From an optimization exercise on the open Yosys and OpenROAD flow, aimed at small area; shortcuts taken in it are not production practice. In this exercise RTL edits were held to simulation tests only and were not proved equivalent to the original. The flow treats the clock pin as an ideal source, which a real chip does not have. Power is estimated from default activity; no workload was simulated.

Design simplecvm_core, start of the top module:
module simplecvm_core (
    input  wire        clk,
    input  wire        rst,
    output reg         mem_req,
    input  wire        mem_gnt,
    output wire        mem_we,
    output wire        mem_wide,
    output wire [14:0] mem_addr,
    output wire [15:0] mem_wdata,
    input  wire        mem_rvalid,
    input  wire [15:0] mem_rdata,
    output wire        out_valid,
    output wire        out_chr,
    output wire [15:0] out_data,
    output wire        halted,
    output wire        faulted,
    output wire [2:0]  fault_cause,
    output wire [15:0] fault_pc,
    output wire [15:0] fault_info
);
Size in the first run: about 0.0055 mm² of cells after synthesis.
Settings: LEC_CHECK=0, ABC_AREA=1, CAP_MARGIN=20, CORE_MARGIN=2, CORE_UTILIZATION=40, SLEW_MARGIN=20; clock period 8.0 ns.
standard.sh (not shown) runs the stock make flow with config.mk's settings and CLKGATE_MAP_FILE= SYNTH_SCRIPT=/design/flow/synth_recipe.tcl, a recipe that flattens the netlist after the stock synthesis.
==> flow/flow/run.sh <==
#!/bin/bash
# The standard layout (standard.sh), with three changes:
#  - after the standard synthesis, its combinational logic is mapped again
#    for area with Yosys/ABC (flow/reopt.tcl, flow/area.abc); every flip-flop
#    of the standard synthesis is kept as it is (instance, name, cell type);
#  - the smallest buffer on the ports;
#  - a clock tree of clkbuf_8 without dummy loads.
# Each tool's output goes to a log of its own here: synth.log, reopt.log,
# layout.log (and ORFS's own logs under orfs/logs/).
set -e
here=$(pwd)
bash standard.sh synth > synth.log 2>&1
res=$(ls -d orfs/results/*/*/base | head -1)
plat=$(basename $(dirname $(dirname $res)))
lib=$FLOW_HOME/platforms/$plat/lib/sky130_fd_sc_hd__tt_025C_1v80.lib
cp $res/1_2_yosys.v synth_standard.v
export REOPT_LIB=$lib REOPT_IN=$here/synth_standard.v REOPT_OUT=$here/synth_reopt.v \
       REOPT_TOP=$FLOW_TOP REOPT_SCRIPT=$here/flow/area.abc REOPT_STAT=$here/reopt_stat.txt
export REOPT_SEQ="$(grep -oE 'sky130_fd_sc_hd__(df|edf|sdf|dl)[a-z0-9_]*' synth_standard.v | sort -u | tr '\n' ' ')"
export REOPT_DONT_USE="$(sed -n '/^export DONT_USE_CELLS/,/^#/p' $FLOW_HOME/platforms/$plat/config.mk | grep -oE 'sky130_fd_sc_hd__[a-z0-9_]+' | tr '\n' ' ')"
${YOSYS_EXE:-yosys} -c flow/reopt.tcl > reopt.log 2>&1
cp synth_reopt.v $res/1_2_yosys.v
rm -f $res/1_synth.odb
export BUFFER_PORTS_ARGS="-buffer_cell sky130_fd_sc_hd__buf_1"
export CTS_ARGS="-sink_clustering_enable -repair_clock_nets -dont_use_dummy_load -buf_list sky130_fd_sc_hd__clkbuf_8"
bash standard.sh finish > layout.log 2>&1
Other scripts of this flow, unchanged in this note and not shown: flow/flow/area.abc, flow/flow/reopt.tcl
Next try:
--- a/flow/flow/run.sh
+++ b/flow/flow/run.sh
@@ -6,3 +6,3 @@
 #  - the smallest buffer on the ports;
-#  - a clock tree of clkbuf_8 without dummy loads.
+#  - a clock tree of clkbuf_4/clkbuf_8 without dummy loads.
 # Each tool's output goes to a log of its own here: synth.log, reopt.log,
@@ -24,3 +24,3 @@
 export BUFFER_PORTS_ARGS="-buffer_cell sky130_fd_sc_hd__buf_1"
-export CTS_ARGS="-sink_clustering_enable -repair_clock_nets -dont_use_dummy_load -buf_list sky130_fd_sc_hd__clkbuf_8"
+export CTS_ARGS="-sink_clustering_enable -repair_clock_nets -dont_use_dummy_load -buf_list {sky130_fd_sc_hd__clkbuf_4 sky130_fd_sc_hd__clkbuf_8}"
 bash standard.sh finish > layout.log 2>&1
--- a/flow/config.mk
+++ b/flow/config.mk
@@ -10,3 +10,3 @@
 export CORE_MARGIN = 2
-export CORE_UTILIZATION = 40
+export CORE_UTILIZATION = 60
 export SLEW_MARGIN = 20
Die area decreases by 32%.
Global-route usage came out higher by 8.8 points.
Worst hold slack gains 0.0045 ns.
Routed wire length drops by 7.6%.
Sequential share of layout area went up by 0.80 points.
Cell area came out lower by 1.8%.
Non-clock buffer count falls by 4.
Clock-buffer cell count does not change.
Final cell count goes down by 7.6%.

---

The RTL this note starts from:
==> flow/design.v <==
module simplecvm_decode (
    input  wire [7:0] op,
    output wire       legal
);
    assign legal = (op[7:5] == 3'd0) && (op[4:0] <= 5'h12);
endmodule
module simplecvm_alu (
    input  wire a,
    input  wire b,
    input  wire ci,
    output wire s,
    output wire co
);
    assign s  = a ^ b ^ ci;
    assign co = (a & b) | (a & ci) | (b & ci);
endmodule
module simplecvm_core (
    input  wire        clk,
    input  wire        rst,
    output reg         mem_req,
    input  wire        mem_gnt,
    output wire        mem_we,
    output wire        mem_wide,
    output wire [14:0] mem_addr,
    output wire [15:0] mem_wdata,
    input  wire        mem_rvalid,
    input  wire [15:0] mem_rdata,
    output wire        out_valid,
    output wire        out_chr,
    output wire [15:0] out_data,
    output wire        halted,
    output wire        faulted,
    output wire [2:0]  fault_cause,
    output wire [15:0] fault_pc,
    output wire [15:0] fault_info
);
    localparam S_FA    = 5'd0;    
    localparam S_FAW   = 5'd1;    
    localparam S_FB    = 5'd2;    
    localparam S_FBW   = 5'd3;
    localparam S_FC    = 5'd4;    
    localparam S_FCW   = 5'd5;
    localparam S_EX    = 5'd6;    
    localparam S_ALIGN = 5'd7;    
    localparam S_PASS  = 5'd8;    
    localparam S_CHK   = 5'd9;    
    localparam S_MREQ  = 5'd10;   
    localparam S_MWAIT = 5'd11;
    localparam S_STW   = 5'd12;   
    localparam S_NEXT  = 5'd13;   
    localparam S_HALT  = 5'd16;
    localparam S_F1    = 5'd17;   
    localparam S_F1D   = 5'd18;   
    localparam S_F2    = 5'd19;   
    localparam S_F3    = 5'd20;   
    localparam S_F4    = 5'd21;   
    reg  [4:0]  state;
    reg  [3:0]  ph;
    reg         init;             
    reg  [15:0] pc;
    reg  [15:0] x0, x1, x2, x3;   
    reg         fz, fn, fo;
    reg         cy;               
    reg  [4:0]  op;
    reg  [5:0]  rb;               
    reg  [15:0] w;
    wire [1:0]  lo = rb[1:0];
    wire [1:0]  hi = w[7:6];
    assign halted      = (state == S_HALT);
    assign faulted     = (state[4:3] == 2'b10) && (state[2:0] != 3'd0);
    assign fault_cause = (state == S_F2) ? 3'd2 :
                         (state == S_F3) ? 3'd3 :
                         (state == S_F4) ? 3'd4 : 3'd1;
    assign fault_pc    = pc;
    wire   f_fetch = (state == S_F1);
    assign fault_info  = {w[15] | f_fetch, w[14:0] & {15{~f_fetch}}};
    wire op_load   = (op == 5'h01);
    wire op_loadi  = (op == 5'h02);
    wire op_store  = (op == 5'h03);
    wire op_storei = (op == 5'h04);
    wire op_jmp    = (op >= 5'h05) && (op <= 5'h08);
    wire op_addi   = (op == 5'h09) || (op == 5'h0B);
    wire op_addr   = (op == 5'h0A) || (op == 5'h0C);
    wire op_sub    = (op == 5'h0B) || (op == 5'h0C);
    wire op_outw   = (op == 5'h0D) || (op == 5'h0E);
    wire op_outr   = (op == 5'h0F) || (op == 5'h10);
    wire op_outi   = (op == 5'h11) || (op == 5'h12);
    wire op_alu    = op_addi || op_addr;
    wire f4        = op_load || op_store || op_jmp || op_addi || op_outw;
    wire fmt_p    = op_loadi || op_storei || op_addr;
    wire copy_hi   = op_loadi || op_storei;
    wire copy_op   = copy_hi || op_outr || op_outi;
    wire packed_bad = (rb[5:2] != 4'd0);
    wire single_bad = packed_bad || (hi != 2'd0);
    reg  reg_bad;
    always @(*) begin
        if (fmt_p)
            reg_bad = packed_bad || (copy_hi ? !hi[1] : (lo[1] || hi[1]));
        else if (op_load)
            reg_bad = single_bad;
        else if (op_store || op_addi || op_outr)
            reg_bad = single_bad || lo[1];
        else if (op_outi)
            reg_bad = single_bad || !lo[1];
        else
            reg_bad = 1'b0;
    end
    wire        base_w = (state == S_EX) || (state == S_CHK) ||
                         (state == S_MREQ) || (state == S_STW);
    reg  [2:0]  off;
    always @(*) begin
        case (state)
            S_FB:    off = 3'd1;
            S_FC:    off = 3'd2;
            S_NEXT:  off = f4 ? 3'd4 : 3'd2;
            default: off = 3'd0;
        endcase
    end
    wire [15:0] aout = (base_w ? w : pc) + {13'd0, off};
    reg         f_oob;
    always @(*) begin
        case (state)
            S_FA:    f_oob = pc[15];
            S_FB:    f_oob = pc[15] || (&pc[14:0]);
            default: f_oob = pc[15] || ((&pc[14:2]) && (pc[1] || pc[0]));
        endcase
    end
    wire        w_oob = w[15] || (&w[14:0]);
    wire        ph0  = (ph == 4'd0) && !init;
    wire [1:0]  rsel = (state == S_ALIGN && copy_hi) ? hi : lo;
    reg  [15:0] rp;
    always @(*) begin
        case (rsel)
            2'd0: rp = x0;
            2'd1: rp = x1;
            2'd2: rp = x2;
            default: rp = x3;
        endcase
    end
    assign mem_addr  = aout[14:0];
    assign mem_wide  = (state != S_FA) && (state != S_FB);
    assign mem_we    = (state == S_STW);
    assign mem_wdata = rp;
    always @(*) begin
        case (state)
            S_FA, S_FB, S_FC: mem_req = !f_oob;
            S_MREQ:           mem_req = 1'b1;
            S_STW:            mem_req = ph0;
            default:          mem_req = 1'b0;
        endcase
    end
    assign out_valid = (state == S_NEXT) && (op >= 5'h0D);
    assign out_chr  = !op[0];
    assign out_data = {w[15:8] & {8{op[0]}}, w[7:0]};
    wire        pass_on = (state == S_PASS) || (state == S_ALIGN && ph0 && !copy_op);
    wire        first   = (ph == rb[5:2]);
    wire        last    = ((ph + 4'd1) == rb[5:2]);
    reg         b_lo, b_hi;
    always @(*) begin
        case (lo)
            2'd0: b_lo = x0[0];
            2'd1: b_lo = x1[0];
            2'd2: b_lo = x2[0];
            default: b_lo = x3[0];
        endcase
        case (hi)
            2'd0: b_hi = x0[0];
            2'd1: b_hi = x1[0];
            2'd2: b_hi = x2[0];
            default: b_hi = x3[0];
        endcase
    end
    wire        sa  = op_alu && b_lo;
    wire        sb  = (op_addr ? b_hi : w[ph]) ^ op_sub;
    wire        sci = first ? op_sub : cy;
    wire        ss, sco;
    simplecvm_alu u_alu (.a(sa), .b(sb), .ci(sci), .s(ss), .co(sco));
    wire        set_flags = op_alu || !lo[1];
    wire        wr  = pass_on || init;
    wire        wb  = ss && !init;
    always @(posedge clk) begin
        cy <= sco;
        x0 <= {(wr && (init || lo == 2'd0)) ? wb : x0[0], x0[15:1]};
        x1 <= {(wr && (init || lo == 2'd1)) ? wb : x1[0], x1[15:1]};
        x2 <= {(wr && (init || lo == 2'd2)) ? wb : x2[0], x2[15:1]};
        x3 <= {(wr && (init || lo == 2'd3)) ? wb : x3[0], x3[15:1]};
    end
    wire        legal_new;
    simplecvm_decode u_dec (.op(mem_rdata[7:0]), .legal(legal_new));
    wire        jump_taken = (op == 5'h05) || (op == 5'h06 && fz) ||
                             (op == 5'h07 && fn) || (op == 5'h08 && fo);
    always @(posedge clk) begin
        if (rst) begin
            state     <= S_FA;
            ph        <= 4'd0;
            init      <= 1'b1;
            pc        <= 16'h0000;
            fz        <= 1'b0;
            fn        <= 1'b0;
            fo        <= 1'b0;
        end else begin
            ph        <= ph + 4'd1;
            if (ph == 4'd15) init <= 1'b0;
            if (pass_on) begin
                if (set_flags) begin
                    fz <= (first || fz) && !ss;
                    if (ph == 4'd15) begin
                        fn <= ss;
                        if (op_alu) fo <= sci ^ sco;
                    end
                end
            end
            case (state)
                S_FA, S_FB, S_FC: begin
                    if (f_oob) state <= S_F1;
                    else if (mem_gnt) state <= state + 5'd1;
                end
                S_FAW: if (mem_rvalid) begin
                    op <= mem_rdata[4:0];
                    w  <= mem_rdata;
                    if (!legal_new) state <= S_F4;
                    else if (mem_rdata[4:0] == 5'h00) state <= S_HALT;
                    else state <= S_FB;
                end
                S_FBW: if (mem_rvalid) begin
                    rb <= mem_rdata[5:0];
                    w  <= mem_rdata;          
                    state <= f4 ? S_FC : S_EX;
                end
                S_FCW: if (mem_rvalid) begin
                    if (reg_bad) state <= S_F2;    
                    else begin
                        w <= mem_rdata;
                        state <= S_EX;
                    end
                end
                S_EX: begin
                    if (!f4 && reg_bad) state <= S_F2;
                    else if (op_store) state <= w_oob ? S_F1D : S_STW;
                    else if (op_jmp) begin
                        if (w[15]) state <= S_F3;
                        else if (jump_taken) begin pc <= aout; state <= S_FA; end
                        else state <= S_NEXT;
                    end else if (op_outw) state <= S_NEXT;
                    else state <= S_ALIGN;
                end
                S_ALIGN: if (ph0) begin
                    if (copy_op) begin
                        w <= rp;
                        state <= op_outr ? S_NEXT : S_CHK;
                    end else state <= S_PASS;
                end
                S_PASS: if (last) state <= S_NEXT;
                S_CHK: begin
                    if (w_oob) state <= S_F1D;
                    else if (op_storei) state <= S_STW;
                    else state <= S_MREQ;
                end
                S_MREQ: if (mem_gnt) state <= S_MWAIT;
                S_MWAIT: if (mem_rvalid) begin
                    w <= mem_rdata;
                    if (op_outi) state <= S_NEXT;
                    else begin
                        rb[5:2] <= ph + 4'd1;
                        state <= S_PASS;
                    end
                end
                S_STW: if (ph0 && mem_gnt) state <= S_NEXT;
                S_NEXT: begin
                    pc <= aout;
                    state <= S_FA;
                end
                default: ;    
            endcase
        end
    end
endmodule
Settings: LEC_CHECK=0, ABC_AREA=1, CAP_MARGIN=20, CORE_MARGIN=2, CORE_UTILIZATION=60, GPL_TIMING_DRIVEN=0, SLEW_MARGIN=20; clock period 8.0 ns.
==> flow/flow/run.sh <==
#!/bin/bash
# The standard layout (standard.sh), with these changes:
#  - after the standard synthesis, its combinational logic is mapped again
#    for area with Yosys/ABC (flow/reopt.tcl, flow/area.abc); every flip-flop
#    of the standard synthesis is kept as it is (instance, name, cell type);
#  - the smallest buffer on the ports;
#  - a clock tree of clkbuf_4 without dummy loads, in which the buffers that
#    drive too slow a clock edge are then made clkbuf_8 (flow/clkfix.tcl).
# Each tool's output goes to a log of its own here: synth.log, reopt.log,
# cts.log, clkfix.log, layout.log (and ORFS's own logs under orfs/logs/).
set -e
here=$(pwd)
bash standard.sh synth > synth.log 2>&1
res=$(ls -d orfs/results/*/*/base | head -1)
plat=$(basename $(dirname $(dirname $res)))
pdir=$FLOW_HOME/platforms/$plat
lib=$pdir/lib/sky130_fd_sc_hd__tt_025C_1v80.lib
cp $res/1_2_yosys.v synth_standard.v
export REOPT_LIB=$lib REOPT_IN=$here/synth_standard.v REOPT_OUT=$here/synth_reopt.v \
       REOPT_TOP=$FLOW_TOP REOPT_SCRIPT=$here/flow/area.abc REOPT_STAT=$here/reopt_stat.txt
export REOPT_SEQ="$(grep -oE 'sky130_fd_sc_hd__(df|edf|sdf|dl)[a-z0-9_]*' synth_standard.v | sort -u | tr '\n' ' ')"
export REOPT_DONT_USE="$(sed -n '/^export DONT_USE_CELLS/,/^#/p' $pdir/config.mk | grep -oE 'sky130_fd_sc_hd__[a-z0-9_]+' | tr '\n' ' ')"
${YOSYS_EXE:-yosys} -c flow/reopt.tcl > reopt.log 2>&1
cp synth_reopt.v $res/1_2_yosys.v
rm -f $res/1_synth.odb
export BUFFER_PORTS_ARGS="-buffer_cell sky130_fd_sc_hd__buf_1"
export CTS_ARGS="-sink_clustering_enable -repair_clock_nets -dont_use_dummy_load -buf_list sky130_fd_sc_hd__clkbuf_4"
bash standard.sh cts > cts.log 2>&1
CLKFIX_LIB=$lib CLKFIX_ODB=$here/$res/4_cts.odb CLKFIX_SDC=$here/$res/4_cts.sdc \
CLKFIX_RC=$pdir/setRC.tcl CLKFIX_SLEW=0.100 \
  openroad -no_init -exit flow/clkfix.tcl > clkfix.log 2>&1
bash standard.sh finish > layout.log 2>&1
==> flow/flow/area.abc <==
strash
dc2
dch -f
amap
strash
dc2
dch -f
amap
strash
dc2
dch -f
amap
strash
dc2
dch -f
amap
strash
dc2
dch -f
amap
strash
dc2
dch -f
amap
strash
dc2
dch -f
amap
strash
dc2
dch -f
amap
strash
dc2
dch -f
amap
strash
dc2
dch -f
amap
topo
Other scripts of this flow, unchanged in this note and not shown: flow/flow/clkfix.tcl, flow/flow/reopt.tcl
Change:
--- a/flow/flow/area.abc
+++ b/flow/flow/area.abc
@@ -1 +1,5 @@
+strash
+&get -n
+&deepsyn -T 120
+&put
 strash
Settings changed: GPL_TIMING_DRIVEN 0 to default.
Global-route usage drops by 0.19 points.
Clock skew barely changes.
Worst hold slack improves by 0.0086 ns.
Power drops by 11%.
Via count drops by 2.6%.
Sequential cell count is unchanged.
Worst setup slack improves by 0.81 ns.
Fmax climbs by 12%.
Clock power drops by about 1%.
Final area drops by 4.9%.
Sequential share of layout area climbs by 2.1 points.
Change:
--- a/flow/flow/area.abc
+++ b/flow/flow/area.abc
@@ -1,5 +1 @@
-strash
-&get -n
-&deepsyn -T 120
-&put
 strash
Settings changed: CORE_UTILIZATION 60 to 75.
Effect:
- non-clock buffer count stays the same
- die area came out lower by about a fifth
- via count rose by roughly a tenth
- wire length grows by about a fifth
- design area rises slightly
- worst hold slack gains 0.013 ns
- global-route usage grows by 12 points
- core utilization goes up by 16 points
Change:
Settings changed: CORE_UTILIZATION 75 to 60.
Effect: Clock power stays flat; routed wire length shrinks by 12%; design area grows by 0.84%; synthesized area does not change; core utilization shrinks by 17 points; hold slack degrades by 0.022 ns; via count shrinks by 9.2%; combinational power shrinks by about 0.9%.

[static timing again, ports no longer ideal]
How much do the figures lean on ideal ports? The routed layouts below were timed once more, with nothing changed but the port constraints. Step 1 assumes that a clkbuf_16 drives the clock port and a buf_2 every other input. Step 2 also shifts input and output timing later by t, the mid clock arrival at the registers, as if the neighbouring blocks saw the same clock. a / b / c = ideal / step 1 / step 2; a / b = the first two.
run | t (ns) | slack for setup (ns) | worst setup path at the end | clock arrival spread, ns | worst slew at a driven data input, ns
the first run of note 1 | 0.477 | 0.611 / 0.576 / 1.052 | register to output | 0.030 / 0.031 | 0.04
the second run of note 1 | 0.447 | 0.623 / 0.588 / 1.035 | register to output | 0.029 / 0.029 | 0.04
the first run of note 2 | 0.426 | 0.561 / 0.527 / 0.954 | register to output | 0.030 / 0.029 | 0.03
the second run of note 2 | 0.425 | 1.368 / 1.337 / 1.762 | register to output | 0.030 / 0.030 | 0.03
the third run of note 2 | 0.424 | 0.471 / 0.439 / 0.863 | register to output | 0.034 / 0.033 | 0.06
the fourth run of note 2 | 0.412 | 0.583 / 0.551 / 0.963 | register to output | 0.042 / 0.042 | 0.04
After both steps setup and hold are still met in every run listed.
